This is an optimization exercise on Yosys and OpenROAD, whose aim is a short achievable clock period and few clock cycles, not a production implementation. At most, simulation tests tie the RTL to the original design; equivalence was not proved. Function not checked in run 1: the RTL went through the layout flow alone. Power figures rest on the tool's default switching activity, not on a simulated workload.

<file path="design/flow/config.mk">
export PLATFORM = sky130hd
export DESIGN_NAME = wh8_core
export DESIGN_NICKNAME = wh8_core
export VERILOG_FILES = /design/flow/design.v
export SDC_FILE = /design/flow/constraint.sdc
export NUM_CORES = 4
export LEC_CHECK = 0
export CAP_MARGIN = 20
export CORE_MARGIN = 2
export CORE_UTILIZATION = 40
export SETUP_SLACK_MARGIN = 3.0
export SLEW_MARGIN = 20

export DONT_USE_CELLS = sky130_fd_sc_hd__a2111o_1 sky130_fd_sc_hd__a2111o_2 sky130_fd_sc_hd__a2111o_4 sky130_fd_sc_hd__a2111oi_0 sky130_fd_sc_hd__a2111oi_1 sky130_fd_sc_hd__a2111oi_2 sky130_fd_sc_hd__a2111oi_4 sky130_fd_sc_hd__a221o_1 sky130_fd_sc_hd__a221o_2 sky130_fd_sc_hd__a221o_4 sky130_fd_sc_hd__a221oi_1 sky130_fd_sc_hd__a221oi_2 sky130_fd_sc_hd__a221oi_4 sky130_fd_sc_hd__a222oi_1 sky130_fd_sc_hd__a311o_1 sky130_fd_sc_hd__a311o_2 sky130_fd_sc_hd__a311o_4 sky130_fd_sc_hd__a311oi_1 sky130_fd_sc_hd__a311oi_2 sky130_fd_sc_hd__a311oi_4 sky130_fd_sc_hd__a32o_1 sky130_fd_sc_hd__a32o_2 sky130_fd_sc_hd__a32o_4 sky130_fd_sc_hd__a32oi_1 sky130_fd_sc_hd__a32oi_2 sky130_fd_sc_hd__a32oi_4 sky130_fd_sc_hd__a41o_1 sky130_fd_sc_hd__a41o_2 sky130_fd_sc_hd__a41o_4 sky130_fd_sc_hd__a41oi_1 sky130_fd_sc_hd__a41oi_2 sky130_fd_sc_hd__a41oi_4 sky130_fd_sc_hd__and4_1 sky130_fd_sc_hd__and4_2 sky130_fd_sc_hd__and4_4 sky130_fd_sc_hd__and4b_1 sky130_fd_sc_hd__and4b_2 sky130_fd_sc_hd__and4b_4 sky130_fd_sc_hd__and4bb_1 sky130_fd_sc_hd__and4bb_2 sky130_fd_sc_hd__and4bb_4 sky130_fd_sc_hd__nand4_1 sky130_fd_sc_hd__nand4_2 sky130_fd_sc_hd__nand4_4 sky130_fd_sc_hd__nand4b_1 sky130_fd_sc_hd__nand4b_2 sky130_fd_sc_hd__nand4b_4 sky130_fd_sc_hd__nand4bb_1 sky130_fd_sc_hd__nand4bb_2 sky130_fd_sc_hd__nand4bb_4 sky130_fd_sc_hd__nor3_1 sky130_fd_sc_hd__nor3_2 sky130_fd_sc_hd__nor3_4 sky130_fd_sc_hd__nor3b_1 sky130_fd_sc_hd__nor3b_2 sky130_fd_sc_hd__nor3b_4 sky130_fd_sc_hd__nor4_1 sky130_fd_sc_hd__nor4_2 sky130_fd_sc_hd__nor4_4 sky130_fd_sc_hd__nor4b_1 sky130_fd_sc_hd__nor4b_2 sky130_fd_sc_hd__nor4b_4 sky130_fd_sc_hd__nor4bb_1 sky130_fd_sc_hd__nor4bb_2 sky130_fd_sc_hd__nor4bb_4 sky130_fd_sc_hd__o2111a_1 sky130_fd_sc_hd__o2111a_2 sky130_fd_sc_hd__o2111a_4 sky130_fd_sc_hd__o2111ai_1 sky130_fd_sc_hd__o2111ai_2 sky130_fd_sc_hd__o2111ai_4 sky130_fd_sc_hd__o221a_1 sky130_fd_sc_hd__o221a_2 sky130_fd_sc_hd__o221a_4 sky130_fd_sc_hd__o221ai_1 sky130_fd_sc_hd__o221ai_2 sky130_fd_sc_hd__o221ai_4 sky130_fd_sc_hd__o311a_1 sky130_fd_sc_hd__o311a_2 sky130_fd_sc_hd__o311a_4 sky130_fd_sc_hd__o311ai_0 sky130_fd_sc_hd__o311ai_1 sky130_fd_sc_hd__o311ai_2 sky130_fd_sc_hd__o311ai_4 sky130_fd_sc_hd__o32a_1 sky130_fd_sc_hd__o32a_2 sky130_fd_sc_hd__o32a_4 sky130_fd_sc_hd__o32ai_1 sky130_fd_sc_hd__o32ai_2 sky130_fd_sc_hd__o32ai_4 sky130_fd_sc_hd__o41a_1 sky130_fd_sc_hd__o41a_2 sky130_fd_sc_hd__o41a_4 sky130_fd_sc_hd__o41ai_1 sky130_fd_sc_hd__o41ai_2 sky130_fd_sc_hd__o41ai_4 sky130_fd_sc_hd__or3_1 sky130_fd_sc_hd__or3_2 sky130_fd_sc_hd__or3_4 sky130_fd_sc_hd__or3b_1 sky130_fd_sc_hd__or3b_2 sky130_fd_sc_hd__or3b_4 sky130_fd_sc_hd__or4_1 sky130_fd_sc_hd__or4_2 sky130_fd_sc_hd__or4_4 sky130_fd_sc_hd__or4b_1 sky130_fd_sc_hd__or4b_2 sky130_fd_sc_hd__or4b_4 sky130_fd_sc_hd__or4bb_1 sky130_fd_sc_hd__or4bb_2 sky130_fd_sc_hd__or4bb_4 
</file>
<file path="design/flow/constraint.sdc">
create_clock -name core_clock -period 5.0 [get_ports {clk}]
set_input_delay 1.0000 -clock core_clock [delete_from_list [all_inputs] [get_ports {clk}]]
set_output_delay 1.0000 -clock core_clock [all_outputs]
set_load 0.01 [all_outputs]
</file>
<file path="design/flow/design.v">
module wh8_core (
    input  wire       clk,
    input  wire       rst,
    input  wire       disp_valid,
    output wire       disp_ready,
    input  wire [1:0] disp_seg,
    input  wire [7:0] disp_pc,
    input  wire [7:0] disp_acc,
    input  wire [7:0] disp_x,
    input  wire [7:0] disp_y,
    input  wire       disp_z,
    input  wire [7:0] disp_ir,
    input  wire [7:0] disp_quantum,
    output wire       mem_req,
    output wire       mem_we,
    output wire [9:0] mem_addr,
    output wire [7:0] mem_wdata,
    input  wire       mem_ack,
    input  wire [7:0] mem_rdata,
    output wire       ret_valid,
    output wire       done_valid,
    output wire [2:0] done_cause,
    output wire [7:0] r_pc,
    output wire [7:0] r_acc,
    output wire [7:0] r_x,
    output wire [7:0] r_y,
    output wire       r_z,
    output wire [7:0] r_ir,
    output reg        con_valid,
    output wire [7:0] con_data
);
    localparam [7:0] OP_BRK   = 8'h00;
    localparam [7:0] OP_ADC   = 8'h6D;
    localparam [7:0] OP_STA   = 8'h8D;
    localparam [7:0] OP_LDY_I = 8'hA0;
    localparam [7:0] OP_LDX_I = 8'hA2;
    localparam [7:0] OP_LDA_I = 8'hA9;
    localparam [7:0] OP_LDY_A = 8'hAC;
    localparam [7:0] OP_LDA_A = 8'hAD;
    localparam [7:0] OP_LDX_A = 8'hAE;
    localparam [7:0] OP_BNE   = 8'hD0;
    localparam [7:0] OP_NOP   = 8'hEA;
    localparam [7:0] OP_CPX   = 8'hEC;
    localparam [7:0] OP_INC   = 8'hEE;
    localparam [7:0] OP_SYS   = 8'hFF;
    localparam [2:0] C_QUANTUM = 3'd0;
    localparam [2:0] C_BRK     = 3'd1;
    localparam [2:0] C_ILLEGAL = 3'd3;
    localparam [2:0] C_OPSEG   = 3'd5;
    localparam [2:0] C_SYSARG  = 3'd6;
    localparam [2:0] C_STRSEG  = 3'd7;
    function [3:0] dec_tens(input [6:0] v);
        begin
            dec_tens[0] = (v == 7'd10) | (v == 7'd11) | (v == 7'd12) | (v == 7'd13) | (v == 7'd14) | (v == 7'd15) | (v == 7'd16) | (v == 7'd17) | (v == 7'd18) | (v == 7'd19) | (v == 7'd30) | (v == 7'd31) | (v == 7'd32) | (v == 7'd33) | (v == 7'd34) | (v == 7'd35) | (v == 7'd36) | (v == 7'd37) | (v == 7'd38) | (v == 7'd39) | (v == 7'd50) | (v == 7'd51) | (v == 7'd52) | (v == 7'd53) | (v == 7'd54) | (v == 7'd55) | (v == 7'd56) | (v == 7'd57) | (v == 7'd58) | (v == 7'd59) | (v == 7'd70) | (v == 7'd71) | (v == 7'd72) | (v == 7'd73) | (v == 7'd74) | (v == 7'd75) | (v == 7'd76) | (v == 7'd77) | (v == 7'd78) | (v == 7'd79) | (v == 7'd90) | (v == 7'd91) | (v == 7'd92) | (v == 7'd93) | (v == 7'd94) | (v == 7'd95) | (v == 7'd96) | (v == 7'd97) | (v == 7'd98) | (v == 7'd99);
            dec_tens[1] = (v == 7'd20) | (v == 7'd21) | (v == 7'd22) | (v == 7'd23) | (v == 7'd24) | (v == 7'd25) | (v == 7'd26) | (v == 7'd27) | (v == 7'd28) | (v == 7'd29) | (v == 7'd30) | (v == 7'd31) | (v == 7'd32) | (v == 7'd33) | (v == 7'd34) | (v == 7'd35) | (v == 7'd36) | (v == 7'd37) | (v == 7'd38) | (v == 7'd39) | (v == 7'd60) | (v == 7'd61) | (v == 7'd62) | (v == 7'd63) | (v == 7'd64) | (v == 7'd65) | (v == 7'd66) | (v == 7'd67) | (v == 7'd68) | (v == 7'd69) | (v == 7'd70) | (v == 7'd71) | (v == 7'd72) | (v == 7'd73) | (v == 7'd74) | (v == 7'd75) | (v == 7'd76) | (v == 7'd77) | (v == 7'd78) | (v == 7'd79);
            dec_tens[2] = (v == 7'd40) | (v == 7'd41) | (v == 7'd42) | (v == 7'd43) | (v == 7'd44) | (v == 7'd45) | (v == 7'd46) | (v == 7'd47) | (v == 7'd48) | (v == 7'd49) | (v == 7'd50) | (v == 7'd51) | (v == 7'd52) | (v == 7'd53) | (v == 7'd54) | (v == 7'd55) | (v == 7'd56) | (v == 7'd57) | (v == 7'd58) | (v == 7'd59) | (v == 7'd60) | (v == 7'd61) | (v == 7'd62) | (v == 7'd63) | (v == 7'd64) | (v == 7'd65) | (v == 7'd66) | (v == 7'd67) | (v == 7'd68) | (v == 7'd69) | (v == 7'd70) | (v == 7'd71) | (v == 7'd72) | (v == 7'd73) | (v == 7'd74) | (v == 7'd75) | (v == 7'd76) | (v == 7'd77) | (v == 7'd78) | (v == 7'd79);
            dec_tens[3] = (v == 7'd80) | (v == 7'd81) | (v == 7'd82) | (v == 7'd83) | (v == 7'd84) | (v == 7'd85) | (v == 7'd86) | (v == 7'd87) | (v == 7'd88) | (v == 7'd89) | (v == 7'd90) | (v == 7'd91) | (v == 7'd92) | (v == 7'd93) | (v == 7'd94) | (v == 7'd95) | (v == 7'd96) | (v == 7'd97) | (v == 7'd98) | (v == 7'd99);
        end
    endfunction
    function [3:0] dec_ones(input [6:0] v);
        begin
            dec_ones[0] = (v == 7'd1) | (v == 7'd3) | (v == 7'd5) | (v == 7'd7) | (v == 7'd9) | (v == 7'd11) | (v == 7'd13) | (v == 7'd15) | (v == 7'd17) | (v == 7'd19) | (v == 7'd21) | (v == 7'd23) | (v == 7'd25) | (v == 7'd27) | (v == 7'd29) | (v == 7'd31) | (v == 7'd33) | (v == 7'd35) | (v == 7'd37) | (v == 7'd39) | (v == 7'd41) | (v == 7'd43) | (v == 7'd45) | (v == 7'd47) | (v == 7'd49) | (v == 7'd51) | (v == 7'd53) | (v == 7'd55) | (v == 7'd57) | (v == 7'd59) | (v == 7'd61) | (v == 7'd63) | (v == 7'd65) | (v == 7'd67) | (v == 7'd69) | (v == 7'd71) | (v == 7'd73) | (v == 7'd75) | (v == 7'd77) | (v == 7'd79) | (v == 7'd81) | (v == 7'd83) | (v == 7'd85) | (v == 7'd87) | (v == 7'd89) | (v == 7'd91) | (v == 7'd93) | (v == 7'd95) | (v == 7'd97) | (v == 7'd99);
            dec_ones[1] = (v == 7'd2) | (v == 7'd3) | (v == 7'd6) | (v == 7'd7) | (v == 7'd12) | (v == 7'd13) | (v == 7'd16) | (v == 7'd17) | (v == 7'd22) | (v == 7'd23) | (v == 7'd26) | (v == 7'd27) | (v == 7'd32) | (v == 7'd33) | (v == 7'd36) | (v == 7'd37) | (v == 7'd42) | (v == 7'd43) | (v == 7'd46) | (v == 7'd47) | (v == 7'd52) | (v == 7'd53) | (v == 7'd56) | (v == 7'd57) | (v == 7'd62) | (v == 7'd63) | (v == 7'd66) | (v == 7'd67) | (v == 7'd72) | (v == 7'd73) | (v == 7'd76) | (v == 7'd77) | (v == 7'd82) | (v == 7'd83) | (v == 7'd86) | (v == 7'd87) | (v == 7'd92) | (v == 7'd93) | (v == 7'd96) | (v == 7'd97);
            dec_ones[2] = (v == 7'd4) | (v == 7'd5) | (v == 7'd6) | (v == 7'd7) | (v == 7'd14) | (v == 7'd15) | (v == 7'd16) | (v == 7'd17) | (v == 7'd24) | (v == 7'd25) | (v == 7'd26) | (v == 7'd27) | (v == 7'd34) | (v == 7'd35) | (v == 7'd36) | (v == 7'd37) | (v == 7'd44) | (v == 7'd45) | (v == 7'd46) | (v == 7'd47) | (v == 7'd54) | (v == 7'd55) | (v == 7'd56) | (v == 7'd57) | (v == 7'd64) | (v == 7'd65) | (v == 7'd66) | (v == 7'd67) | (v == 7'd74) | (v == 7'd75) | (v == 7'd76) | (v == 7'd77) | (v == 7'd84) | (v == 7'd85) | (v == 7'd86) | (v == 7'd87) | (v == 7'd94) | (v == 7'd95) | (v == 7'd96) | (v == 7'd97);
            dec_ones[3] = (v == 7'd8) | (v == 7'd9) | (v == 7'd18) | (v == 7'd19) | (v == 7'd28) | (v == 7'd29) | (v == 7'd38) | (v == 7'd39) | (v == 7'd48) | (v == 7'd49) | (v == 7'd58) | (v == 7'd59) | (v == 7'd68) | (v == 7'd69) | (v == 7'd78) | (v == 7'd79) | (v == 7'd88) | (v == 7'd89) | (v == 7'd98) | (v == 7'd99);
        end
    endfunction
    reg st_idle;    
    reg st_f;       
    reg st_a1;      
    reg st_a2;      
    reg st_d;       
    reg st_w;       
    reg st_s1;      
    reg st_s2;      
    reg st_fz;      
    reg [7:0] pc, acc, x, y, ir;
    reg       z;
    reg       x_is1, x_is2;    
    reg [1:0] seg;
    reg [7:0] qleft;      
    reg       q_is1, q_is2;    
    reg       qinf;       
    reg [7:0] addr;
    reg [7:0] addr1;      
    reg       a_ff;       
    reg [7:0] incv;       
    reg       i_two;      
    reg       i_bne, i_ldai, i_ldxi, i_ldyi;
    reg       i_lda, i_ldx, i_ldy, i_adc, i_cpx, i_sta, i_inc;
    reg [7:0] lo;
    reg [1:0] d_h;
    reg [6:0] d_r;
    reg [2:0] fcause_r;
    reg       d_n3, d_n1;      
    reg       s1_two;          
    reg       s1_first;        
    reg [7:0] ch3;
    reg       ret_r, done_r, rdy_r, req_r, we_r;
    reg [2:0] o_cause;
    reg [9:0] o_addr;
    reg [7:0] o_wdata, o_pc, o_acc, o_x, o_y, o_ir, o_con;
    reg       o_z;
    assign mem_req    = req_r;
    assign mem_we     = we_r;
    assign mem_addr   = o_addr;
    assign mem_wdata  = o_wdata;
    assign disp_ready = rdy_r;
    assign ret_valid  = ret_r;
    assign done_valid = done_r;
    assign done_cause = o_cause;
    assign r_pc  = o_pc;
    assign r_acc = o_acc;
    assign r_x   = o_x;
    assign r_y   = o_y;
    assign r_z   = o_z;
    assign r_ir  = o_ir;
    assign con_data = o_con;
    wire [7:0] rd  = mem_rdata;
    wire       ack = mem_ack;
    wire d_brk  = (rd == OP_BRK);
    wire d_nop  = (rd == OP_NOP);
    wire d_sys  = (rd == OP_SYS);
    wire d_bne  = (rd == OP_BNE);
    wire d_ldai = (rd == OP_LDA_I);
    wire d_ldxi = (rd == OP_LDX_I);
    wire d_ldyi = (rd == OP_LDY_I);
    wire d_lda  = (rd == OP_LDA_A);
    wire d_ldx  = (rd == OP_LDX_A);
    wire d_ldy  = (rd == OP_LDY_A);
    wire d_adc  = (rd == OP_ADC);
    wire d_cpx  = (rd == OP_CPX);
    wire d_sta  = (rd == OP_STA);
    wire d_inc  = (rd == OP_INC);
    wire d_one  = d_bne | d_ldai | d_ldxi | d_ldyi;
    wire d_two  = d_lda | d_ldx | d_ldy | d_adc | d_cpx | d_sta | d_inc;
    wire d_args = d_one | d_two;
    wire rd_nz  = |rd;
    wire [7:0] addr2 = addr1 + 8'd1;
    wire [7:0] tgt   = addr1 + rd;
    wire [8:0] tgt1w = {addr1, 1'b1} + {rd, 1'b1};
    wire [7:0] tgt1  = tgt1w[8:1];
    wire       taken = i_bne & ~z;
    wire qlast   = ~qinf & (ret_r ? q_is2 : q_is1);
    wire f_go    = st_f & ack;
    wire retire  = (f_go & (d_nop | (d_sys & x_is1 & d_n1))) | (st_a1 & ack & ~i_two) |
                   (st_d & ack & ~i_inc) | (st_w & ack) | (st_s1 & ~s1_two) |
                   (st_s2 & ack & ~rd_nz);
    wire fault   = (f_go & ~(d_args | d_nop | (d_sys & (x_is1 | x_is2)))) |
                   (st_a2 & ack & rd_nz) | (st_s2 & ack & rd_nz & a_ff);
    wire [2:0] fcause = st_a2 ? C_OPSEG : st_s2 ? C_STRSEG :
                        d_brk ? C_BRK : d_sys ? C_SYSARG : C_ILLEGAL;
    wire stop_q  = retire & qlast;
    wire start   = st_idle & disp_valid;
    always @(posedge clk) begin
        if (rst) begin
            st_idle <= 1'b1;
            st_f    <= 1'b0;
            st_a1   <= 1'b0;
            st_a2   <= 1'b0;
            st_d    <= 1'b0;
            st_w    <= 1'b0;
            st_s1   <= 1'b0;
            st_s2   <= 1'b0;
            st_fz   <= 1'b0;
            req_r   <= 1'b0;
            we_r    <= 1'b0;
            ret_r   <= 1'b0;
            done_r  <= 1'b0;
            rdy_r   <= 1'b1;
            con_valid <= 1'b0;
        end else begin
            st_idle <= (st_idle & ~disp_valid) | st_fz | stop_q;
            rdy_r   <= (st_idle & ~disp_valid) | st_fz | stop_q;
            req_r   <= start | (req_r & ~st_fz & ~stop_q);
            st_fz   <= fault;
            st_f    <= start | (st_f & ~ack) | (retire & ~qlast);
            st_a1   <= (st_a1 & ~ack) | (f_go & d_args);
            st_a2   <= (st_a2 & ~ack) | (st_a1 & ack & i_two);
            st_d    <= (st_d & ~ack) | (st_a2 & ack & ~rd_nz);
            st_w    <= (st_w & ~ack) | (st_d & ack & i_inc);
            st_s1   <= (f_go & d_sys & x_is1 & ~d_n1) | (st_s1 & s1_two);
            s1_first <= st_f;
            st_s2   <= (st_s2 & ~(ack & (~rd_nz | a_ff))) | (f_go & d_sys & x_is2);
            we_r    <= (st_a2 & ack & i_sta & ~rd_nz) | (st_d & ~ack & we_r) |
                       (st_d & ack & i_inc) | (st_w & ~ack);
            ret_r   <= retire;
            done_r  <= st_fz | stop_q;
            con_valid <= (f_go & d_sys & x_is1) | st_s1 | (st_s2 & ack & rd_nz & ~a_ff);
        end
    end
    wire       tk      = st_a1 & taken;                     
    wire       fs2     = st_f & d_sys & x_is2;              
    wire       s2c     = st_s2 & rd_nz;                     
    wire       pc_en   = start | st_f | st_a1 | st_a2;
    wire [7:0] pc_e    = start ? disp_pc : addr1;
    wire [7:0] pc_d    = tk ? tgt : pc_e;
    wire       ir_en   = start | st_f;
    wire [7:0] ir_d    = start ? disp_ir : rd;
    wire       adc_go  = st_d & i_adc & ack;
    wire       acc_en  = start | (st_a1 & i_ldai) | (st_d & i_lda) | adc_go;
    wire [7:0] acc_sum = acc + rd;
    wire [7:0] acc_d   = (st_d & i_adc) ? acc_sum : start ? disp_acc : rd;
    wire       x_en    = start | (st_a1 & i_ldxi) | (st_d & i_ldx);
    wire [7:0] x_d     = start ? disp_x : rd;
    wire       y_en    = start | (st_a1 & i_ldyi) | (st_d & i_ldy);
    wire [7:0] y_d     = start ? disp_y : rd;
    wire       z_en    = start | (st_d & i_cpx);
    wire       z_d     = start ? disp_z : (rd == x);
    wire       addr_en = start | (ack & (st_f | st_a1 | st_a2 | st_w | st_s2 | (st_d & ~i_inc)));
    wire [7:0] addr_e  = start ? disp_pc : st_a2 ? lo : (st_f | st_a1) ? addr1 : pc;
    wire [7:0] addr_d  = tk ? tgt : (fs2 | s2c) ? (st_f ? y : addr1) : addr_e;
    wire [7:0] addr1_e = start ? disp_pc + 8'd1 : st_a2 ? lo + 8'd1 : (st_f | st_a1) ? addr2 : pc + 8'd1;
    wire [7:0] addr1_d = tk ? tgt1 : (fs2 | s2c) ? (st_f ? y + 8'd1 : addr2) : addr1_e;
    wire [7:0] oaddr_e = addr_en ? addr_e : st_s1 ? pc : addr;
    wire [7:0] oaddr_d = (ack & tk) ? tgt : (ack & (fs2 | s2c)) ? (st_f ? y : addr1) : oaddr_e;
    wire [1:0] seg_d   = start ? disp_seg : seg;
    wire [7:0] inc_d   = rd + 8'd1;
    wire       inc_now = st_d & ack & i_inc;
    wire [7:0] q_d     = start ? disp_quantum : qleft - 8'd1;
    always @(posedge clk) begin
        if (pc_en)  pc  <= pc_d;
        if (ir_en)  ir  <= ir_d;
        if (acc_en) acc <= acc_d;
        if (x_en) begin
            x     <= x_d;
            x_is1 <= (x_d == 8'd1);
            x_is2 <= (x_d == 8'd2);
        end
        if (y_en) begin
            y    <= y_d;
            d_h  <= (y_d >= 8'd200) ? 2'd2 : (y_d >= 8'd100) ? 2'd1 : 2'd0;
            d_n3 <= (y_d >= 8'd100);
            d_n1 <= (y_d < 8'd10);
        end
        if (z_en)   z   <= z_d;
        if (start)  seg <= disp_seg;
        if (addr_en) begin
            addr  <= addr_d;
            addr1 <= addr1_d;
            a_ff  <= st_f ? (y == 8'hFF) : (addr1 == 8'hFF);
        end
        if (st_d & i_inc) incv <= inc_d;
        if (start | ret_r) begin
            qleft <= q_d;
            q_is1 <= start ? (disp_quantum == 8'd1) : (qleft == 8'd2);
            q_is2 <= start ? (disp_quantum == 8'd2) : (qleft == 8'd3);
        end
        if (start) qinf <= (disp_quantum == 8'd0);
        if (st_f) begin
            i_two  <= d_two;
            i_bne  <= d_bne;
            i_ldai <= d_ldai;
            i_ldxi <= d_ldxi;
            i_ldyi <= d_ldyi;
            i_lda  <= d_lda;
            i_ldx  <= d_ldx;
            i_ldy  <= d_ldy;
            i_adc  <= d_adc;
            i_cpx  <= d_cpx;
            i_sta  <= d_sta;
            i_inc  <= d_inc;
        end
        if (st_a1) lo <= rd;
        if (st_f) d_r <= y[6:0] - (d_h[1] ? 7'd72 : d_h[0] ? 7'd100 : 7'd0);
        if (st_f | st_s1) s1_two <= st_f & d_n3;
        if (st_s1) ch3 <= {4'h3, dec_ones(d_r)};
        if (~st_fz) fcause_r <= fcause;
        o_pc    <= tk ? tgt : st_fz ? 8'd0 : pc_en ? pc_e : pc;
        o_ir    <= st_fz ? 8'd0 : ir_en  ? ir_d  : ir;
        o_acc   <= adc_go ? acc_sum : st_fz ? 8'd0 : acc_en ? acc_d : acc;
        o_x     <= st_fz ? 8'd0 : x_en   ? x_d   : x;
        o_y     <= st_fz ? 8'd0 : y_en   ? y_d   : y;
        o_z     <= st_fz ? 1'b0 : z_en   ? z_d   : z;
        o_addr  <= {seg_d, oaddr_d};
        o_wdata <= inc_now ? inc_d : st_w ? incv : acc;
        o_cause <= st_fz ? fcause_r : C_QUANTUM;
        o_con   <= st_f  ? {4'h3, d_n3 ? {2'b00, d_h} : d_n1 ? y[3:0] : dec_tens(y[6:0])} :
                   st_s1 ? (s1_first ? {4'h3, d_n3 ? dec_tens(d_r) : dec_ones(d_r)} : ch3) : rd;
    end
endmodule
</file>
<file path="design/flow/flow/run.sh">
#!/bin/bash
# Layout flow: the standard flow (standard.sh), with slow many-input OR/NOR,
# AOI/OAI and AND4/NAND4 cells added to the platform's don't-use list so that
# synthesis maps the logic to faster cells. Flip-flop mapping is unchanged,
# so the registers are the standard synthesis's. Each tool's output is kept
# in orfs/logs/; make's own output goes to flow_make.log.
set -euo pipefail
here="$(pwd)"
cells="$(cat flow/dont_use.txt)"
printf '\nexport DONT_USE_CELLS = %s\n' "$cells" >> config.mk
bash standard.sh > "$here/flow_make.log" 2>&1
</file>
<file path="design/flow/flow/dont_use.txt">
sky130_fd_sc_hd__a2111o_1 sky130_fd_sc_hd__a2111o_2 sky130_fd_sc_hd__a2111o_4 sky130_fd_sc_hd__a2111oi_0 sky130_fd_sc_hd__a2111oi_1 sky130_fd_sc_hd__a2111oi_2 sky130_fd_sc_hd__a2111oi_4 sky130_fd_sc_hd__a221o_1 sky130_fd_sc_hd__a221o_2 sky130_fd_sc_hd__a221o_4 sky130_fd_sc_hd__a221oi_1 sky130_fd_sc_hd__a221oi_2 sky130_fd_sc_hd__a221oi_4 sky130_fd_sc_hd__a222oi_1 sky130_fd_sc_hd__a311o_1 sky130_fd_sc_hd__a311o_2 sky130_fd_sc_hd__a311o_4 sky130_fd_sc_hd__a311oi_1 sky130_fd_sc_hd__a311oi_2 sky130_fd_sc_hd__a311oi_4 sky130_fd_sc_hd__a32o_1 sky130_fd_sc_hd__a32o_2 sky130_fd_sc_hd__a32o_4 sky130_fd_sc_hd__a32oi_1 sky130_fd_sc_hd__a32oi_2 sky130_fd_sc_hd__a32oi_4 sky130_fd_sc_hd__a41o_1 sky130_fd_sc_hd__a41o_2 sky130_fd_sc_hd__a41o_4 sky130_fd_sc_hd__a41oi_1 sky130_fd_sc_hd__a41oi_2 sky130_fd_sc_hd__a41oi_4 sky130_fd_sc_hd__and4_1 sky130_fd_sc_hd__and4_2 sky130_fd_sc_hd__and4_4 sky130_fd_sc_hd__and4b_1 sky130_fd_sc_hd__and4b_2 sky130_fd_sc_hd__and4b_4 sky130_fd_sc_hd__and4bb_1 sky130_fd_sc_hd__and4bb_2 sky130_fd_sc_hd__and4bb_4 sky130_fd_sc_hd__nand4_1 sky130_fd_sc_hd__nand4_2 sky130_fd_sc_hd__nand4_4 sky130_fd_sc_hd__nand4b_1 sky130_fd_sc_hd__nand4b_2 sky130_fd_sc_hd__nand4b_4 sky130_fd_sc_hd__nand4bb_1 sky130_fd_sc_hd__nand4bb_2 sky130_fd_sc_hd__nand4bb_4 sky130_fd_sc_hd__nor3_1 sky130_fd_sc_hd__nor3_2 sky130_fd_sc_hd__nor3_4 sky130_fd_sc_hd__nor3b_1 sky130_fd_sc_hd__nor3b_2 sky130_fd_sc_hd__nor3b_4 sky130_fd_sc_hd__nor4_1 sky130_fd_sc_hd__nor4_2 sky130_fd_sc_hd__nor4_4 sky130_fd_sc_hd__nor4b_1 sky130_fd_sc_hd__nor4b_2 sky130_fd_sc_hd__nor4b_4 sky130_fd_sc_hd__nor4bb_1 sky130_fd_sc_hd__nor4bb_2 sky130_fd_sc_hd__nor4bb_4 sky130_fd_sc_hd__o2111a_1 sky130_fd_sc_hd__o2111a_2 sky130_fd_sc_hd__o2111a_4 sky130_fd_sc_hd__o2111ai_1 sky130_fd_sc_hd__o2111ai_2 sky130_fd_sc_hd__o2111ai_4 sky130_fd_sc_hd__o221a_1 sky130_fd_sc_hd__o221a_2 sky130_fd_sc_hd__o221a_4 sky130_fd_sc_hd__o221ai_1 sky130_fd_sc_hd__o221ai_2 sky130_fd_sc_hd__o221ai_4 sky130_fd_sc_hd__o311a_1 sky130_fd_sc_hd__o311a_2 sky130_fd_sc_hd__o311a_4 sky130_fd_sc_hd__o311ai_0 sky130_fd_sc_hd__o311ai_1 sky130_fd_sc_hd__o311ai_2 sky130_fd_sc_hd__o311ai_4 sky130_fd_sc_hd__o32a_1 sky130_fd_sc_hd__o32a_2 sky130_fd_sc_hd__o32a_4 sky130_fd_sc_hd__o32ai_1 sky130_fd_sc_hd__o32ai_2 sky130_fd_sc_hd__o32ai_4 sky130_fd_sc_hd__o41a_1 sky130_fd_sc_hd__o41a_2 sky130_fd_sc_hd__o41a_4 sky130_fd_sc_hd__o41ai_1 sky130_fd_sc_hd__o41ai_2 sky130_fd_sc_hd__o41ai_4 sky130_fd_sc_hd__or3_1 sky130_fd_sc_hd__or3_2 sky130_fd_sc_hd__or3_4 sky130_fd_sc_hd__or3b_1 sky130_fd_sc_hd__or3b_2 sky130_fd_sc_hd__or3b_4 sky130_fd_sc_hd__or4_1 sky130_fd_sc_hd__or4_2 sky130_fd_sc_hd__or4_4 sky130_fd_sc_hd__or4b_1 sky130_fd_sc_hd__or4b_2 sky130_fd_sc_hd__or4b_4 sky130_fd_sc_hd__or4bb_1 sky130_fd_sc_hd__or4bb_2 sky130_fd_sc_hd__or4bb_4 
</file>
<file path="design/flow/standard.sh">
#!/bin/bash
# synth_recipe.tcl (not shown) runs the flow's synth.tcl, then flattens the netlist and writes it again
# the make line also repeats each setting of config.mk as NAME=value (left out here)
make -C /OpenROAD-flow-scripts/flow DESIGN_CONFIG=/design/flow/config.mk WORK_HOME=/design/flow/orfs CLKGATE_MAP_FILE= SYNTH_SCRIPT=/design/flow/synth_recipe.tcl "${@:-finish}"
</file>
==> results of run 1 <==
[worst paths after layout]
path	endpoint
setup / recovery	o_addr[6]$_DFF_P_
hold / removal	o_cause[1]$_SDFF_PN0_
setup reg to reg	o_addr[6]$_DFF_P_
hold reg to reg	o_cause[1]$_SDFF_PN0_
[power groups by stage]
stage	clock network, W	registers (W)	logic (W)
after CTS	0.00171	0.00210	0.00135
after floorplan	0	0.00211	0.000783
after detailed placement	0	0.00215	0.00123
final	0.00170	0.00210	0.00148
after global routing	0.00177	0.00212	0.00160
after global placement	0	0.00215	0.00122
[metal layers]
layer / vias up / part of all wire, % / track usage (%)
met3: 98 / 7.6 / 3.896
met2: 474 / 46 / 41.55
met4: 0 / 3.7 / 8.609
li1: 5182 / - / -
met5: - / 0 / 0
met1: 5239 / 43 / 34.52
[worst max-delay path: stages]
cell and delay (ps):
buf_12 100, ha_4 140, inv_4 30, fa_2 350, nand2b_4 150, or2_4 230
a211o_1 260, o211ai_1 120, nand2_1 150, o21ai_1 120, a22o_1 150
[registers in the layout, summed over array words and instances, names as in the netlist, 4 cells and up]
name / cells
o_x: 8
ch3: 4
o_wdata: 8
qleft: 8
pc: 8
o_pc: 8
d_r: 7
o_acc: 8
acc: 8
addr: 8
addr1: 8
o_addr: 9
lo: 8
x: 8
o_con: 8
incv: 8
o_ir: 8
y: 8
o_y: 8
ir: 8
[final cells by class]
type | instances | area, um2 | area share [%]
repair inverters | 1 | 11.26 | 0.07124
clock buffers | 33 | 655.6 | 4.148
flip-flops and latches | 203 | 4997 | 31.62
inverters | 43 | 211.5 | 1.338
repair buffers | 250 | 2195 | 13.88
multi-input cells | 1032 | 7174 | 45.39
well taps | 384 | 480.5 | 3.040
clock inverters | 8 | 81.33 | 0.5145
[cells in the final DEF (no fill, tap or decap), types with 17 or more instances in the layout]
cell	synthesis	final
nor2b_1	25	22
o21ai_1	19	32
a21oi_1	130	109
nand2b_1	28	25
dfxtp_1	115	81
edfxtp_1	88	88
nand3_1	59	55
clkbuf_16	0	26
dfxtp_2	0	30
a21oi_2	0	17
and3_1	29	27
buf_6	2	33
xor2_1	38	33
nor2_1	129	112
mux2i_1	36	36
and2_1	45	40
clkdlybuf4s50_1	0	46
buf_2	35	60
buf_4	4	87
ha_4	0	17
xnor2_1	36	32
inv_1	43	35
o21ai_0	104	79
nand2_1	129	121
[cell families (layout without fill, tap and decap cells)]
logic type | after synthesis | in the layout | share of synthesized area, %
DFF | 203 | 203 | 42.04
adders and majority gates | 37 | 37 | 4.192
buffers and inverters | 122 | 335 | 4.521
and+or+nand+nor | 474 | 478 | 19.52
xor gates and xnor gates | 74 | 74 | 5.511
muxes | 46 | 46 | 4.021
AOI/OAI and AO/OA | 397 | 397 | 20.19
[metrics by stage]
| stage | worst slack (ps) | util, % | hold slack, ps |
|---|---|---|---|
| floorplan | 2405 | - | 426.1 |
| global placement | 1149 | 47.44 | 433.4 |
| detailed placement | 1080 | 47.44 | 448.2 |
| CTS | 2685 | 52.31 | 461.6 |
| global route | 2569 | 54.77 | 489.4 |
| finish | 2666 | 54.77 | 462.2 |
[what timing repair did]
action	CTS	global route
setup buffers	58	34
setup endpoints to repair	282	106
gates resized for setup	496	110
pin swaps	61	67
cloned	4	3
==> summary.md, run 1 <==
| Metric | Value |
|---|---|
| Final Critical Period | `2334 ps` |
| CTS clk-pin slew, worst paths | `60 ps` |
| Ant. Diodes | `0` |
| First DRT Iteration DRCs | `1151` |
| PD cells | `334.2 nW/um2` |
| All-Layer GR Usage | `25.45%` |
| # nets final | `1654` |
| Wire per inst | `20.76 um` |
| RR Startpoint | `addr1[0]$_DFFE_PN_` |
| RSZ-0062 raised after global routing | `yes` |
| Clock Latency Late Sink | `540 ps` |
| Worst hold stages | `1` |
| Post-Syn Area | `11760 um2` |
| Clock root cell | `clkbuf_16` |
| Slew headroom | `53.13%` |
| Max_cap viols | `0` |
| Setup Skew | `21.37 ps` |
| Highest clock rate | `428.4 MHz` |
| Power Internal | `0.003607 W` |
| Post-synth cell types | `57` |
| Maximum root-to-sink buffer count | `3` |
| CORE AREA | `28860 um2` |
| Syn_nets | `1453` |
| Endpoint class of the critical path | `flop` |
| CP Data Required Time | `5470 ps` |
| Number of warnings issued by yosys | `1` |
| Post-route ant nets | `0` |
| Synth area leader | `edfxtp_1` |
| Sw Share | `31.71%` |
| Most common cell in the netlist | `a21oi_1` |
| First-pass GRT wire length | `61260 um` |
| Hpwl dp | `26690 um` |
| Top Ports | `139` |
| Static Leak | `6.211 nW` |
| Post-DP Area | `13690 um2` |
| Synth Instances | `1353` |
| Max Fanout on Critical Path | `4` |
| Async S/R FF share, synth | `0%` |
| Slew of the pin with the lowest slew margin | `695.7 ps` |
| Fillcell total | `2648` |
| Vias in the first global route | `10570` |
| Startpoint Class | `input pin` |
| Status | `finished clean` |
| Finished layout cell area | `15810 um2` |
| Finish-stage setup viols | `0` |
| Final Cycle Share | `46.68%` |
| Starting Density | `40.76%` |
| # port buffers | `138` |
| Psw | `0.001675 W` |
| Largest net degree at the start of global routing | `72` |
| Synth top cells by count | `a21oi_1 (130), nand2_1 (129), nor2_1 (129), dfxtp_1 (115), o21ai_0 (104)` |
| CTS Buf Count | `23` |
| Share of layout cells above drive strength 1 | `27.52%` |
| Power share of the combinational group | `28.0%` |
| DIE HEIGHT | `175.5 um` |
| CTS tree | `built` |
| WP data arrival | `2800 ps` |
| Number of synthesized register bits | `203` |
| Number of clock sinks | `203` |
| Worst reg2reg setup slack | `2730 ps` |
| Worst-case reg-to-reg path depth | `10` |
| Die width | `175.5 um` |
| DR vias | `10990` |
| Min-Delay Path Class | `reg -> reg` |
| Max rail drop VDD | `0.0002736 V` |
| Sequential share of power | `39.8%` |
| Die ar. | `30790 um2` |
| Htree depth | `1` |
| Hold path start | `fcause_r[1]$_SDFFCE_PP0N_` |
| Worst Setup SP | `mem_rdata[0]` |
| Cts hold-fix bufs | `0` |
| Syn_area_per_cell | `8.693 um2` |
| Grt total ovfl | `0` |
| Final hold vios | `0` |
| Top cells by area, synth | `edfxtp_1 (22%), dfxtp_1 (20%), a21oi_1 (5.5%), o21ai_0 (4.4%), nand2_1 (4.1%)` |
| Final cell count without fillers | `1954` |
| Sequential-to-total area share from yosys stat | `42.04%` |
| Pre-antenna DRT Iters | `5` |
| Top FF cell, synth | `dfxtp_1` |
| Area Overhead vs Synth | `34.39%` |
| Synth top area share | `22.47%` |
| Fin. max-slew vios | `0` |
| Initial antenna violation count | `1` |
| Dpl cells | `1814` |
| Placer Congestion | `0.9498` |
| Final routed DRC violation total | `0` |
| Clock power share | `32.2%` |
| Total power | `0.005282 W` |
| EDFF count, synth | `88` |
| Crit path kind | `in -> reg` |
| TNS Setup | `0 ps` |
| Post-Route WL | `40560 um` |
| FP Rows | `62` |
| Via/cell ratio | `5.626` |
==> run 2, diff against run 1 <==
--- a/design/flow/design.v
+++ b/design/flow/design.v
@@ -235,9 +235,9 @@
         end
         if (z_en)   z   <= z_d;
         if (start)  seg <= disp_seg;
+        addr1 <= addr_en ? addr1_d : addr + 8'd1;
         if (addr_en) begin
             addr  <= addr_d;
-            addr1 <= addr1_d;
             a_ff  <= st_f ? (y == 8'hFF) : (addr1 == 8'hFF);
         end
         if (st_d & i_inc) incv <= inc_d;
==> run 2 against run 1 <==
Effect of this change: synthesized cell count rose by 7.0%; clock power grew 6%; critical path depth rose by 1; design area up 2.8%; global-route usage is 1.4 points higher; register-to-register slack better by 40 ps; critical path type unchanged.
==> summary.md, run 2 <==
| Metric | Value |
|---|---|
| Static Leak | `6.433 nW` |
| Async S/R FF share, synth | `0%` |
| Most common cell in the netlist | `nand2_1` |
| Met2 WL post-DR | `19250 um` |
| Final hold vios | `0` |
| Via/cell ratio | `5.751` |
| Htree depth | `1` |
| Crit path kind | `in -> reg` |
| CORE AREA | `29800 um2` |
| Min-Delay Path Class | `reg -> reg` |
| Setup Skew | `17.01 ps` |
| Max reg flops | `9` |
| Initial antenna violation count | `2` |
| Finished layout cell area | `16250 um2` |
| Top cells by area, synth | `dfxtp_1 (20%), edfxtp_1 (20%), a21oi_1 (5.5%), nand2_1 (4.8%), o21ai_0 (4.4%)` |
| Compound-gate portion of the synthesized area | `19.55%` |
| Synth top area share | `20.25%` |
| Final routed DRC violation total | `0` |
| Share of layout cells above drive strength 1 | `27.16%` |
| Largest Register | `o_addr` |
| Vias in the first global route | `11000` |
| Synth Area in Simple Gates | `21.65%` |
| Post-Syn Area | `12160 um2` |
| Post-synth cell types | `56` |
| Slew headroom | `37.79%` |
| PD cells | `350.7 nW/um2` |
| Max Fanout on Critical Path | `7` |
| Max_cap viols | `0` |
| RSZ-0062 raised after global routing | `yes` |
| Largest net degree at the start of global routing | `45` |
| TNS Setup | `0 ps` |
| Most frequent cells in the layout | `nand2_1 (146), nor2_1 (125), a21oi_1 (118), dfxtp_1 (97), buf_4 (92)` |
| Top Ports | `139` |
| DR WL met3 | `3904 um` |
| Synth Instances | `1448` |
| Wire per inst | `21.50 um` |
| # nets final | `1742` |
| Dpl cells | `1901` |
| DIE HEIGHT | `178.4 um` |
| Top FF cell, synth | `dfxtp_1` |
| Area Overhead vs Synth | `33.60%` |
| Most common library cell in the layout ignoring fill and taps | `nand2_1` |
| All-Layer GR Usage | `26.81%` |
| Starting Density | `40.81%` |
| Final setup margin | `2694 ps` |
| Syn_nets | `1549` |
| Proportion of synthesized area in mux cells | `4.177%` |
| Final Critical Period | `2306 ps` |
| Hpwl dp | `29720 um` |
| Fin. max-slew vios | `0` |
| Synth top cells by count | `nand2_1 (157), nor2_1 (136), a21oi_1 (134), dfxtp_1 (123), o21ai_0 (108)` |
| Synth area leader | `dfxtp_1` |
| Routed met1 length | `19380 um` |
| Highest clock rate | `433.6 MHz` |
| First-pass GRT wire length | `65360 um` |
| Pre-CTS setup slack | `1121 ps` |
| Number of warnings issued by yosys | `1` |
| Ant. Diodes | `0` |
| Adder-Cell Fraction of Synth Area | `4.157%` |
| Clock Latency Late Sink | `530 ps` |
| WP data arrival | `2710 ps` |
| CTS tree | `built` |
| Number of synthesized register bits | `203` |
| Synth Area in XOR/XNOR | `5.834%` |
| Finish-stage setup viols | `0` |
| Final Cycle Share | `46.12%` |
| Die width | `178.4 um` |
| Die ar. | `31810 um2` |
| Number of clock sinks | `203` |
| First DRT Iteration DRCs | `1234` |
| EDFF count, synth | `80` |
| Grt total ovfl | `0` |
| CP Data Required Time | `5410 ps` |
| Uppermost routed layer | `met5` |
| Startpoint Class | `input pin` |
| Largest family of logic cells by synthesized area | `simple AND/OR/NAND/NOR gates` |
| Slew of the pin with the lowest slew margin | `933.1 ps` |
| Final Hold Slack | `469.4 ps` |
| Placer Congestion | `0.9144` |
| # port buffers | `138` |
| Clock root cell | `clkbuf_16` |
| DR vias | `11770` |
| Endpoint class of the critical path | `flop` |
| Max rail drop VDD | `0.0003048 V` |
| FP Rows | `63` |
| CTS Buf Count | `23` |
| Final cell count without fillers | `2047` |
| Pre-antenna DRT Iters | `7` |
| Status | `finished clean` |
| Post-DP Area | `14060 um2` |
| Post-Route WL | `44010 um` |
| Sequential-to-total area share from yosys stat | `40.00%` |
| Syn_area_per_cell | `8.398 um2` |
| Post-route ant nets | `0` |
| CTS clk-pin slew, worst paths | `60 ps` |
| Maximum root-to-sink buffer count | `3` |
[run 2: cell count changes after synthesis, sizes merged, moves of 7 or more]
cell | previous run | this run
a31oi | 13 | 22
or2 | 6 | 13
buf | 46 | 39
mux2i | 36 | 44
nand2 | 131 | 157
edfxtp | 88 | 80
dfxtp | 115 | 123
clkbuf | 33 | 54
o21ai | 124 | 114
and3 | 32 | 43
xnor2 | 36 | 45
nor2 | 130 | 138
[run 2: cell families after synthesis]
logic type                 after synthesis
xor gates and xnor gates                81
and+or+nand+nor                        543
buffers and inverters                  135
DFF                                    203
adders and majority gates               38
muxes                                   50
AOI/OAI and AO/OA                      398
[run 2: through the flow]
stage | utilization, % | total power [W]
finish | 54.53 | 0.005697
global route | 54.53 | 0.005924
CTS | 51.94 | 0.005549
detailed placement | 47.20 | 0.003624
global placement | 47.20 | 0.003631
floorplan | - | 0.003053
[run 2: metal layers]
layer | vias to the layer above | GRT usage (%)
met5 | - | 0
met4 | 4 | 8.299
met3 | 106 | 5.243
met2 | 602 | 40.99
met1 | 5584 | 38.10
li1 | 5476 | -
[run 2: where the power goes]
part | internal [W] | switching (W) | leakage (nW) | total (W)
clock network | 0.00110 | 0.000704 | 0.399 | 0.00180
logic | 0.000814 | 0.000935 | 4.25 | 0.00175
registers | 0.00194 | 0.000211 | 1.79 | 0.00215
[run 2: critical path, stage by stage]
cell and delay (ps):
buf_8 100, buf_12 150, clkinv_16 70, ha_4 150, inv_2 40, fa_2 380, a21o_1 180, a21oi_2 150
xor2_2 210, nand3_1 100, o21ai_1 120, a21oi_1 50
[run 2: final timing paths]
path                        startpoint               endpoint  slack, ps  cells after the start
max                       mem_rdata[0]       addr1[4]$_DFF_P_       2690                     12
min          fcause_r[2]$_SDFFCE_PP1N_  o_cause[2]$_SDFF_PN0_        470                      1
max reg2reg           addr1[4]$_DFF_P_      addr[7]$_DFFE_PN_       2770                      7
min reg2reg  fcause_r[2]$_SDFFCE_PP1N_  o_cause[2]$_SDFF_PN0_        470                      1
[run 2: final cells by class]
cell class,instances,area (um2)
fillers,2765,13550
multi-input cells,1113,7620
flip-flops and latches,203,4910
repair buffers,258,2213
clock buffers,34,719.4
well taps,390,488.0
inverters,42,209.0
clock inverters,7,87.58
[run 2: timing repair]
| action | CTS | global route |
|---|---|---|
| setup endpoints to repair | 282 | 91 |
| gates resized for setup | 485 | 116 |
| pin swaps | 49 | 70 |
| setup buffers | 57 | 42 |
| gates cloned | 5 | 1 |
| hold buffers | 0 | 0 |
Testbench counts of run 2, summed over its fixed seeds: cycles 416,322.
==> run 3, diff against run 2 <==
--- a/design/flow/config.mk
+++ b/design/flow/config.mk
@@ -8,6 +8,7 @@
 export CAP_MARGIN = 20
 export CORE_MARGIN = 2
 export CORE_UTILIZATION = 40
+export PLACE_DENSITY = 0.7
 export SETUP_SLACK_MARGIN = 3.0
 export SLEW_MARGIN = 20
 
==> run 3 against run 2 <==
Effect of this change: maximum frequency grew 1.1%; clock power shrank 8%; largest cell class unchanged; synthesized area is the same; via count grew 1.3%; sequential power is essentially flat; critical path depth shrank 2; flip-flop and latch count is the same; clock skew shrank 4.5 ps; routed wire length shrank 1.8%; core utilization grew 0.58 points; clock-buffer cell count shrank 5; combinational power is essentially flat.
==> summary.md, run 3 <==
| Metric | Value |
|---|---|
| Most common cell in the netlist | `nand2_1` |
| Crit-path max cell delay | `320 ps` |
| Final hold vios | `0` |
| Syn_nets | `1549` |
| Final Critical Period | `2282 ps` |
| Number of synthesized register bits | `203` |
| Share of layout cells above drive strength 1 | `29.51%` |
| Dpl cells | `1904` |
| Post-Syn Area | `12160 um2` |
| Die width | `178.4 um` |
| Power share of the combinational group | `31.8%` |
| Synth top cells by count | `nand2_1 (157), nor2_1 (136), a21oi_1 (134), dfxtp_1 (123), o21ai_0 (108)` |
| Largest Register | `o_addr` |
| Fin. max-slew vios | `0` |
| All-Layer GR Usage | `26.37%` |
| Vias in the first global route | `11190` |
| Synth area leader | `dfxtp_1` |
| Endpoint class of the critical path | `flop` |
| DR WL met3 | `4226 um` |
| Htree depth | `1` |
| Slew headroom | `53.29%` |
| Starting Density | `40.81%` |
| Final Cycle Share | `45.64%` |
| DR vias | `11920` |
| EDFF count, synth | `80` |
| Static Leak | `6.461 nW` |
| Hpwl dp | `29280 um` |
| Post-DP Area | `14090 um2` |
| Area Overhead vs Synth | `35.02%` |
| Highest clock rate | `438.2 MHz` |
| Most common library cell in the layout ignoring fill and taps | `nand2_1` |
| Initial antenna violation count | `0` |
| Maximum root-to-sink buffer count | `3` |
| CORE AREA | `29800 um2` |
| Sequential-to-total area share from yosys stat | `40.00%` |
| Top FF cell, synth | `dfxtp_1` |
| Setup Skew | `12.52 ps` |
| Max Fanout on Critical Path | `7` |
| Min-Delay Path Class | `reg -> reg` |
| Final Hold Slack | `474.8 ps` |
| First-pass GRT wire length | `65020 um` |
| Startpoint Class | `input pin` |
| Uppermost routed layer | `met4` |
| Pre-antenna DRT Iters | `6` |
| Placer Congestion | `0.9832` |
| Via/cell ratio | `5.825` |
| Clock Latency Late Sink | `530 ps` |
| Post-Route WL | `43200 um` |
| CTS Buf Count | `23` |
| Power Internal | `0.003691 W` |
| TNS Setup | `0 ps` |
| Finish-stage setup viols | `0` |
| Clock root cell | `clkbuf_16` |
| Sequential share of power | `38.6%` |
| Syn_area_per_cell | `8.398 um2` |
| Sw Share | `33.84%` |
| Synth top area share | `20.25%` |
| PD cells | `339.8 nW/um2` |
| Max reg flops | `9` |
| CP max stage cell | `or2_4` |
| Total power | `0.005580 W` |
| First DRT Iteration DRCs | `1280` |
| Most frequent cells in the layout | `nand2_1 (145), nor2_1 (122), a21oi_1 (116), buf_4 (94), edfxtp_1 (80)` |
| Ant. Diodes | `0` |
| Final routed DRC violation total | `0` |
| Final cell count without fillers | `2047` |
| WP data arrival | `2700 ps` |
| Wire per inst | `21.11 um` |
| Synth Instances | `1448` |
| Routed met1 length | `18230 um` |
| RSZ-0062 raised after global routing | `yes` |
| Met2 WL post-DR | `19660 um` |
| Post-synth cell types | `56` |
| DIE HEIGHT | `178.4 um` |
| Die ar. | `31810 um2` |
| Max rail drop VDD | `0.0002592 V` |
| Critical path cell sequence | `buf_12 > buf_12 > ha_4 > and2_4 > and3_4 > and3_4 > or2_4 > nor2_4 > o211ai_1 > and3_1` |
| Psw | `0.001888 W` |
| Post-route ant nets | `0` |
| Number of warnings issued by yosys | `1` |
| Crit path kind | `in -> reg` |
| Slew of the pin with the lowest slew margin | `693.3 ps` |
| Largest net degree at the start of global routing | `46` |
| Finished layout cell area | `16420 um2` |
| Max_cap viols | `0` |
| FP Rows | `63` |
| Top cells by area, synth | `dfxtp_1 (20%), edfxtp_1 (20%), a21oi_1 (5.5%), nand2_1 (4.8%), o21ai_0 (4.4%)` |
| Number of clock sinks | `203` |
| Async S/R FF share, synth | `0%` |
| CP Data Required Time | `5420 ps` |
| Grt total ovfl | `0` |
| Status | `finished clean` |
| # port buffers | `138` |
| Clock power share | `29.6%` |
| Top Ports | `139` |
| # nets final | `1741` |
| CTS tree | `built` |
| CTS clk-pin slew, worst paths | `60 ps` |
## run 3: cell counts after synthesis
Identical to the previous run, type by type.
## run 3: per-stage QoR
stage               setup slack, ps  utilization [%]
CTS                            2709            52.79
global route                   2684            55.11
floorplan                      2337                -
detailed placement             1147            47.27
global placement               1195            47.27
finish                         2718            55.11
## run 3: cell type report
class | count | area [um2]
clock buffers | 29 | 648.1
clock inverters | 13 | 88.84
fillers | 2636 | 13380
inverters | 42 | 193.9
multi-input cells | 1111 | 7721
flip-flops and latches | 203 | 4928
well taps | 390 | 488.0
repair buffers | 259 | 2351
## run 3: what timing repair did
action	CTS	global route
pin swaps	60	56
cloned	4	0
setup endpoints to repair	269	102
hold buffers	0	0
gates resized for setup	538	133
buffers inserted	75	22
## run 3: path summary, 6_finish.rpt
check                                                from               endpoint  slack (ps)  cells after the start
worst max-delay path                         mem_rdata[0]       addr1[5]$_DFF_P_        2720                     10
worst min-delay path            fcause_r[0]$_SDFFCE_PP1N_  o_cause[0]$_SDFF_PN0_         470                      1
worst max register to register           addr1[4]$_DFF_P_      addr[7]$_DFFE_PN_        2860                      8
worst min register to register  fcause_r[0]$_SDFFCE_PP1N_  o_cause[0]$_SDFF_PN0_         470                      1
## run 3: cell families after synthesis
kind of cell	Yosys count	share of synthesized area, %
and+or+nand+nor	543	21.65
AOI/OAI and AO/OA	398	19.55
DFF	203	40.00
buffers and inverters	135	4.630
xor gates and xnor gates	81	5.834
muxes	50	4.177
adders and majority gates	38	4.157
## run 3: critical path: cells and delay by family
family                     cells  cell delay (ps)
adders and majority gates      1              150
and+or+nand+nor                6             1200
buffers and inverters          2              230
AOI/OAI and AO/OA              1              120
## run 3: power groups by stage
stage | Sequential (W) | Clock (W) | Combinational, W
2_1_floorplan | 0.00212 | 0 | 0.000935
3_3_place_gp | 0.00218 | 0 | 0.00143
3_5_place_dp | 0.00218 | 0 | 0.00144
4_1_cts | 0.00213 | 0.00168 | 0.00159
5_1_grt | 0.00217 | 0.00175 | 0.00191
6_report | 0.00215 | 0.00165 | 0.00178
## run 3: routing by layer
metal | up-vias | GRT usage [%]
li1 | 5469 | -
met1 | 5714 | 36.77
met2 | 655 | 42.02
met3 | 85 | 5.222
met4 | 0 | 6.267
met5 | - | 0
==> run 4, diff against run 3 <==
--- a/design/flow/config.mk
+++ b/design/flow/config.mk
@@ -7,8 +7,7 @@
 export LEC_CHECK = 0
 export CAP_MARGIN = 20
 export CORE_MARGIN = 2
-export CORE_UTILIZATION = 40
-export PLACE_DENSITY = 0.7
+export CORE_UTILIZATION = 30
 export SETUP_SLACK_MARGIN = 3.0
 export SLEW_MARGIN = 20
 
==> run 4 against run 3 <==
Effect of this change: clock skew up 16 ps; maximum frequency increased by 3.7%; register-to-register slack is essentially flat; routed wire length up 3.1%; largest power group unchanged; clock power grew 18%; clock-buffer cell count grew 7; first-iteration DRC count fell by 15%; via count is 1.6% lower; non-clock buffer count down 7; hold slack worse by 1.9 ps; sequential power about the same.
==> summary.md, run 4 <==
| Metric | Value |
|---|---|
| Clock root cell | `clkbuf_16` |
| Area Overhead vs Synth | `38.39%` |
| Synth Instances | `1448` |
| Fillcell total | `3881` |
| WP data arrival | `2670 ps` |
| Largest net degree at the start of global routing | `42` |
| Wire per inst | `20.45 um` |
| Synth Area in Simple Gates | `21.65%` |
| Slew of the pin with the lowest slew margin | `680.6 ps` |
| Grt total ovfl | `0` |
| Final hold vios | `0` |
| FP Rows | `73` |
| CORE AREA | `39910 um2` |
| Ant. Diodes | `0` |
| CP Buf/Inv Count | `1` |
| Starting Density | `30.47%` |
| Psw | `0.001935 W` |
| CTS tree | `built` |
| # nets final | `1736` |
| EDFF count, synth | `80` |
| Top cells by area, synth | `dfxtp_1 (20%), edfxtp_1 (20%), a21oi_1 (5.5%), nand2_1 (4.8%), o21ai_0 (4.4%)` |
| All-Layer GR Usage | `20.53%` |
| First DRT Iteration DRCs | `1085` |
| Final routed DRC violation total | `0` |
| Initial antenna violation count | `0` |
| Min-Delay Path Class | `reg -> reg` |
| First-pass GRT wire length | `66500 um` |
| Post-Route WL | `44530 um` |
| Max rail drop VDD | `0.0002438 V` |
| CP Data Required Time | `5470 ps` |
| Finish-stage setup viols | `0` |
| Cts hold-fix bufs | `0` |
| Share of layout cells above drive strength 1 | `29.64%` |
| Synth Area in XOR/XNOR | `5.834%` |
| Post-synth cell types | `56` |
| Top Ports | `139` |
| Largest family of logic cells by synthesized area | `simple AND/OR/NAND/NOR gates` |
| Sequential share of power | `36.8%` |
| Compound-gate portion of the synthesized area | `19.55%` |
| Die ar. | `42160 um2` |
| PD cells | `351.8 nW/um2` |
| Endpoint class of the critical path | `flop` |
| Crit path max-delay family | `compound AO/OA/AOI/OAI gates` |
| DR vias | `11730` |
| Max reg flops | `9` |
| Sw Share | `32.68%` |
| Status | `finished clean` |
| Largest Register | `o_addr` |
| Placer Congestion | `0.9437` |
| Vias in the first global route | `11050` |
| Slew headroom | `54.48%` |
| Static Leak | `6.529 nW` |
| Post-Syn Area | `12160 um2` |
| Sequential-to-total area share from yosys stat | `40.00%` |
| Number of clock sinks | `203` |
| Async S/R FF share, synth | `0%` |
| Number of synthesized register bits | `203` |
| Power share of the combinational group | `30.4%` |
| Synth area leader | `dfxtp_1` |
| CTS Buf Count | `25` |
| Clock power share | `32.8%` |
| Max Fanout on Critical Path | `8` |
| Setup Skew | `28.22 ps` |
| Via/cell ratio | `5.386` |
| Max_cap viols | `0` |
| Pre-antenna DRT Iters | `5` |
| Syn_area_per_cell | `8.398 um2` |
| Final Critical Period | `2200 ps` |
| Synth top cells by count | `nand2_1 (157), nor2_1 (136), a21oi_1 (134), dfxtp_1 (123), o21ai_0 (108)` |
| Most frequent cells in the layout | `nand2_1 (144), nor2_1 (126), a21oi_1 (117), buf_4 (83), edfxtp_1 (80)` |
| DIE HEIGHT | `205.3 um` |
| Crit-path max cell delay | `510 ps` |
| RSZ-0062 raised after global routing | `yes` |
| CTS clk-pin slew, worst paths | `60 ps` |
| Power Internal | `0.003985 W` |
| Post-DP Area | `14280 um2` |
| Number of warnings issued by yosys | `1` |
| Syn_nets | `1549` |
| Maximum root-to-sink buffer count | `3` |
| CP max stage cell | `ha_1` |
| Core Util, Final | `42.16%` |
| Adder-Cell Fraction of Synth Area | `4.157%` |
| Startpoint Class | `input pin` |
| Fin. max-slew vios | `0` |
| Synth top area share | `20.25%` |
| Proportion of synthesized area in mux cells | `4.177%` |
| Post-route ant nets | `0` |
| Top FF cell, synth | `dfxtp_1` |
| Crit path kind | `in -> reg` |
| # port buffers | `138` |
| TNS Setup | `0 ps` |
| Final Cycle Share | `44.01%` |
| Finished layout cell area | `16830 um2` |
| Most common cell in the netlist | `nand2_1` |
| Critical path cell sequence | `buf_4 > ha_1 > nand2_2 > o211ai_1 > xor2_2 > o22ai_1 > a31oi_1` |
| Die width | `205.3 um` |
| Clock Latency Late Sink | `570 ps` |
| Hpwl dp | `30900 um` |
| Most common library cell in the layout ignoring fill and taps | `nand2_1` |
| Htree depth | `1` |
| Highest clock rate | `454.5 MHz` |
## run 4: cell types whose count changed in the layout (fill, tap and decap cells not counted), moves of 4 or more
cell             change
buf_2               -24
buf_4               -11
buf_6               +27
clkbuf_16            +5
clkdlybuf4s50_1      -4
clkinv_2             -6
dfxtp_1             -23
dfxtp_2             +19
dfxtp_4              +4
dlygate4sd2_1        +4
nor2_1               +4
o21ai_0              +5
o21ai_1              +4
o21ai_2              -7
## run 4: kinds of logic after synthesis
| kind of cell | after synthesis |
|---|---|
| buf+inv | 135 |
| mux | 50 |
| flops | 203 |
| simple gates | 543 |
| fa+ha+maj | 38 |
| compound gates | 398 |
| xor+xnor | 81 |
## run 4: power groups by stage
stage | registers (W) | clock network, W | logic (W)
after floorplan | 0.00212 | 0 | 0.000935
after global placement | 0.00221 | 0 | 0.00143
after detailed placement | 0.00221 | 0 | 0.00144
after CTS | 0.00217 | 0.00197 | 0.00162
after global routing | 0.00220 | 0.00204 | 0.00194
final | 0.00218 | 0.00194 | 0.00180
## run 4: path summary, 6_finish.rpt
kind | start | end | slack, ps | cells past startpoint
setup / recovery | mem_rdata[6] | o_addr[7]$_DFF_P_ | 2800 | 7
hold / removal | fcause_r[1]$_SDFFCE_PP0N_ | o_cause[1]$_SDFF_PN0_ | 470 | 1
setup reg to reg | addr1[4]$_DFF_P_ | pc[7]$_DFFE_PN_ | 2870 | 7
hold reg to reg | fcause_r[1]$_SDFFCE_PP0N_ | o_cause[1]$_SDFF_PN0_ | 470 | 1
## run 4: layer usage
metal	track usage, %	vias up	share of wire (%)
li1	-	5469	-
met1	28.62	5652	44
met2	32.15	516	45
met3	3.073	94	7.6
met4	7.451	0	3.5
met5	0	-	0
## run 4: repair_timing
action                     4_1_cts  5_1_grt
setup buffers                   59       28
gates resized for setup        591      110
pin swaps                       56       55
gates cloned                     4        0
setup endpoints to repair      272      121
## run 4: stage by stage
step                power (W)  setup slack [ps]  hold slack [ps]  std cells
finish               0.005920              2800            472.9       2178
global route         0.006174              2742            500.3       2178
CTS                  0.005757              2795            473.6       2150
detailed placement   0.003644              1146            458.2       2042
global placement     0.003637              1146            458.1       2042
floorplan            0.003053              2337            426.1       1448
## run 4: cell type report
cell class                      instances  area [um2]  share of cell area (%)
Clock inverter                          9       112.6                  0.6691
Clock buffer                           36       770.7                   4.580
Inverter                               42       198.9                   1.182
Timing Repair Buffer                  252        2472                   14.69
Tap cell                              525       656.9                   3.903
Sequential cell                       203        4967                   29.52
Multi-Input combinational cell       1111        7650                   45.46
## run 4: worst reg2reg max path, stage by stage, from the launching register on
cell      delay (ps)
dfxtp_1          570
ha_4             290
a21o_1           210
a31oi_4          200
o211ai_1         190
xor2_2           230
nor2_1           130
a21oi_1           50
==> run 5, diff against run 4 <==
--- a/design/flow/config.mk
+++ b/design/flow/config.mk
@@ -7,7 +7,8 @@
 export LEC_CHECK = 0
 export CAP_MARGIN = 20
 export CORE_MARGIN = 2
-export CORE_UTILIZATION = 30
+export CORE_UTILIZATION = 50
+export PLACE_DENSITY = 0.5
 export SETUP_SLACK_MARGIN = 3.0
 export SLEW_MARGIN = 20
 
==> run 5 against run 4 <==
Effect of this change: die area fell by 39%; maximum frequency fell by 0.49%; combinational power fell by 7%; sequential share of layout area rose by 1.0 points; global-route usage rose by 11 points; via count barely moved; critical endpoint is now addr1[5]$_DFF_P_; routed wire length fell by 4.1%; register-to-register slack got worse by 30 ps; synthesized cell count did not move.
==> summary.md, run 5 <==
| Metric | Value |
|---|---|
| Status | `finished clean` |
| RSZ-0062 raised after global routing | `yes` |
| DR vias | `11730` |
| Crit-path max cell delay | `320 ps` |
| Initial antenna violation count | `0` |
| Worst Setup SP | `mem_rdata[0]` |
| Most common library cell in the layout ignoring fill and taps | `nand2_1` |
| Top cells by area, synth | `dfxtp_1 (20%), edfxtp_1 (20%), a21oi_1 (5.5%), nand2_1 (4.8%), o21ai_0 (4.4%)` |
| Wire per inst | `21.74 um` |
| Via/cell ratio | `5.975` |
| Largest net degree at the start of global routing | `46` |
| Async S/R FF share, synth | `0%` |
| Hpwl dp | `29020 um` |
| CTS tree | `built` |
| Final Cycle Share | `44.23%` |
| Highest clock rate | `452.2 MHz` |
| Worst-case reg-to-reg path depth | `7` |
| TNS Setup | `0 ps` |
| # nets final | `1723` |
| Worst hold stages | `1` |
| Finished layout cell area | `16070 um2` |
| PD cells | `361.8 nW/um2` |
| Endpoint class of the critical path | `flop` |
| Placer Congestion | `0.9467` |
| CTS Buf Count | `24` |
| All-Layer GR Usage | `32.01%` |
| Die ar. | `25580 um2` |
| Final hold vios | `0` |
| Maximum root-to-sink buffer count | `3` |
| Min-Delay Path Class | `reg -> reg` |
| Max reg flops | `9` |
| Slew of the pin with the lowest slew margin | `745.1 ps` |
| FP Rows | `57` |
| Pre-antenna DRT Iters | `6` |
| Sequential-to-total area share from yosys stat | `40.00%` |
| Number of synthesized register bits | `203` |
| Post-DP Area | `13990 um2` |
| Number of warnings issued by yosys | `1` |
| Die width | `160.0 um` |
| Max_cap viols | `0` |
| Synth Instances | `1448` |
| Cts hold-fix bufs | `0` |
| Top Ports | `139` |
| Setup Skew | `17.91 ps` |
| Clock Latency Late Sink | `530 ps` |
| Area Overhead vs Synth | `32.15%` |
| Number of clock sinks | `203` |
| Worst reg2reg setup slack | `2840 ps` |
| Crit path kind | `in -> reg` |
| Post-Route WL | `42690 um` |
| DIE HEIGHT | `160.0 um` |
| Syn_area_per_cell | `8.398 um2` |
| Htree depth | `1` |
| Critical path cell sequence | `buf_12 > ha_4 > and2_4 > and3_4 > and3_4 > or2_4 > nor2_4 > o211ai_1 > and3_1` |
| Synth top area share | `20.25%` |
| Clock root cell | `clkbuf_16` |
| Finish-stage setup viols | `0` |
| Synth area leader | `dfxtp_1` |
| Startpoint Class | `input pin` |
| Slew headroom | `50.33%` |
| # port buffers | `138` |
| Crit path capture | `addr1[5]$_DFF_P_` |
| Vias in the first global route | `10860` |
| Max Fanout on Critical Path | `6` |
| Most frequent cells in the layout | `nand2_1 (148), nor2_1 (126), a21oi_1 (119), dfxtp_1 (101), edfxtp_1 (80)` |
| Post-route ant nets | `0` |
| First DRT Iteration DRCs | `1506` |
| Static Leak | `6.389 nW` |
| Ant. Diodes | `0` |
| First-pass GRT wire length | `64090 um` |
| Final routed DRC violation total | `0` |
## run 5: cell counts after synthesis
No cell type changed its count.
## run 5: layout make-up
| type | count | area (um2) | share of cell area (%) |
|---|---|---|---|
| tap | 324 | 405.4 | 2.523 |
| sequential | 203 | 4907 | 30.54 |
| inverter | 42 | 191.4 | 1.191 |
| clock buffer | 35 | 778.2 | 4.843 |
| multi-input combinational | 1111 | 7582 | 47.18 |
| clock inverter | 9 | 137.6 | 0.8564 |
| timing repair buffer | 240 | 2068 | 12.87 |
## run 5: kinds of logic after synthesis
logic type | count (synthesis) | synth area share, %
AND/OR/NAND/NOR | 543 | 21.65
AO/OA/AOI/OAI | 398 | 19.55
buffers and inverters | 135 | 4.630
flip-flops | 203 | 40.00
XOR/XNOR | 81 | 5.834
multiplexers | 50 | 4.177
adder cells (fa/ha/maj) | 38 | 4.157
## run 5: routing by layer
layer,GRT usage (%),vias to the layer above,part of all wire (%)
met3,6.753,85,11
met2,48.88,673,44
li1,-,5438,-
met4,8.886,0,2.3
met1,46.12,5538,43
met5,0,-,0
## run 5: report_power, final
group	switching [W]	internal (W)	leakage (nW)
registers	0.000213	0.00194	1.79
clock network	0.000738	0.00124	0.451
logic	0.000912	0.000770	4.15
total	0.00186	0.00395	6.39
## run 5: worst min path at each step
stage                                   start                    end  slack [ps]
floorplan           fcause_r[0]$_SDFFCE_PP1N_  o_cause[0]$_SDFF_PN0_         430
global placement    fcause_r[0]$_SDFFCE_PP1N_  o_cause[0]$_SDFF_PN0_         440
detailed placement  fcause_r[0]$_SDFFCE_PP1N_  o_cause[0]$_SDFF_PN0_         450
CTS                 fcause_r[0]$_SDFFCE_PP1N_  o_cause[0]$_SDFF_PN0_         460
global route        fcause_r[0]$_SDFFCE_PP1N_  o_cause[0]$_SDFF_PN0_         470
finish              fcause_r[0]$_SDFFCE_PP1N_  o_cause[0]$_SDFF_PN0_         450
## run 5: what timing repair did
action / in CTS / in global routing
buffers inserted: 59 / 22
endpoints found under the setup margin: 270 / 74
gates cloned: 3 / 1
pin swaps: 47 / 45
resized for setup: 489 / 106
## run 5: metrics by stage
step / hold slack, ps / worst slack (ps) / std cells / power, W / utilization [%]
2_1_floorplan: 426.1 / 2337 / 1448 / 0.003053 / -
3_3_place_gp: 442.6 / 1199 / 1835 / 0.003618 / 58.05
3_5_place_dp: 447.0 / 1196 / 1835 / 0.003622 / 58.05
4_1_cts: 461.2 / 2791 / 1941 / 0.005675 / 64.29
5_1_grt: 471.8 / 2721 / 1964 / 0.006044 / 66.67
6_report: 454.4 / 2789 / 1964 / 0.005814 / 66.67
## run 5: worst max-delay path, delay by kind of cell
family                   cells  cell delay, ps
buffers and inverters        1             120
AND/OR/NAND/NOR              6            1220
adder cells (fa/ha/maj)      1             160
AO/OA/AOI/OAI                1             120

## re-timing with driven ports
The flow's constraints put no driver on any port. The routed layouts listed below were extracted and timed again, unchanged, in two steps. Step 1 assumes that a clkbuf_16 drives the clock port and a buf_2 every other input. Step 2 times the ports against the registers' clock, not the clock port: input delays grow and output delays shrink by t, the midpoint of the rising clock arrivals with the driver on. Slacks: ideal / step 1 / step 2; pairs: ideal / step 1.
run | shift t [ns] | setup slack, ns
run 1 | 0.581 | 2.666 / 2.654 / 2.073
run 2 | 0.566 | 2.694 / 2.697 / 2.132
run 3 | 0.577 | 2.718 / 2.721 / 2.144
run 4 | 0.601 | 2.800 / 2.804 / 2.203
run 5 | 0.574 | 2.789 / 2.792 / 2.218
After both steps every run listed still meets setup and hold.
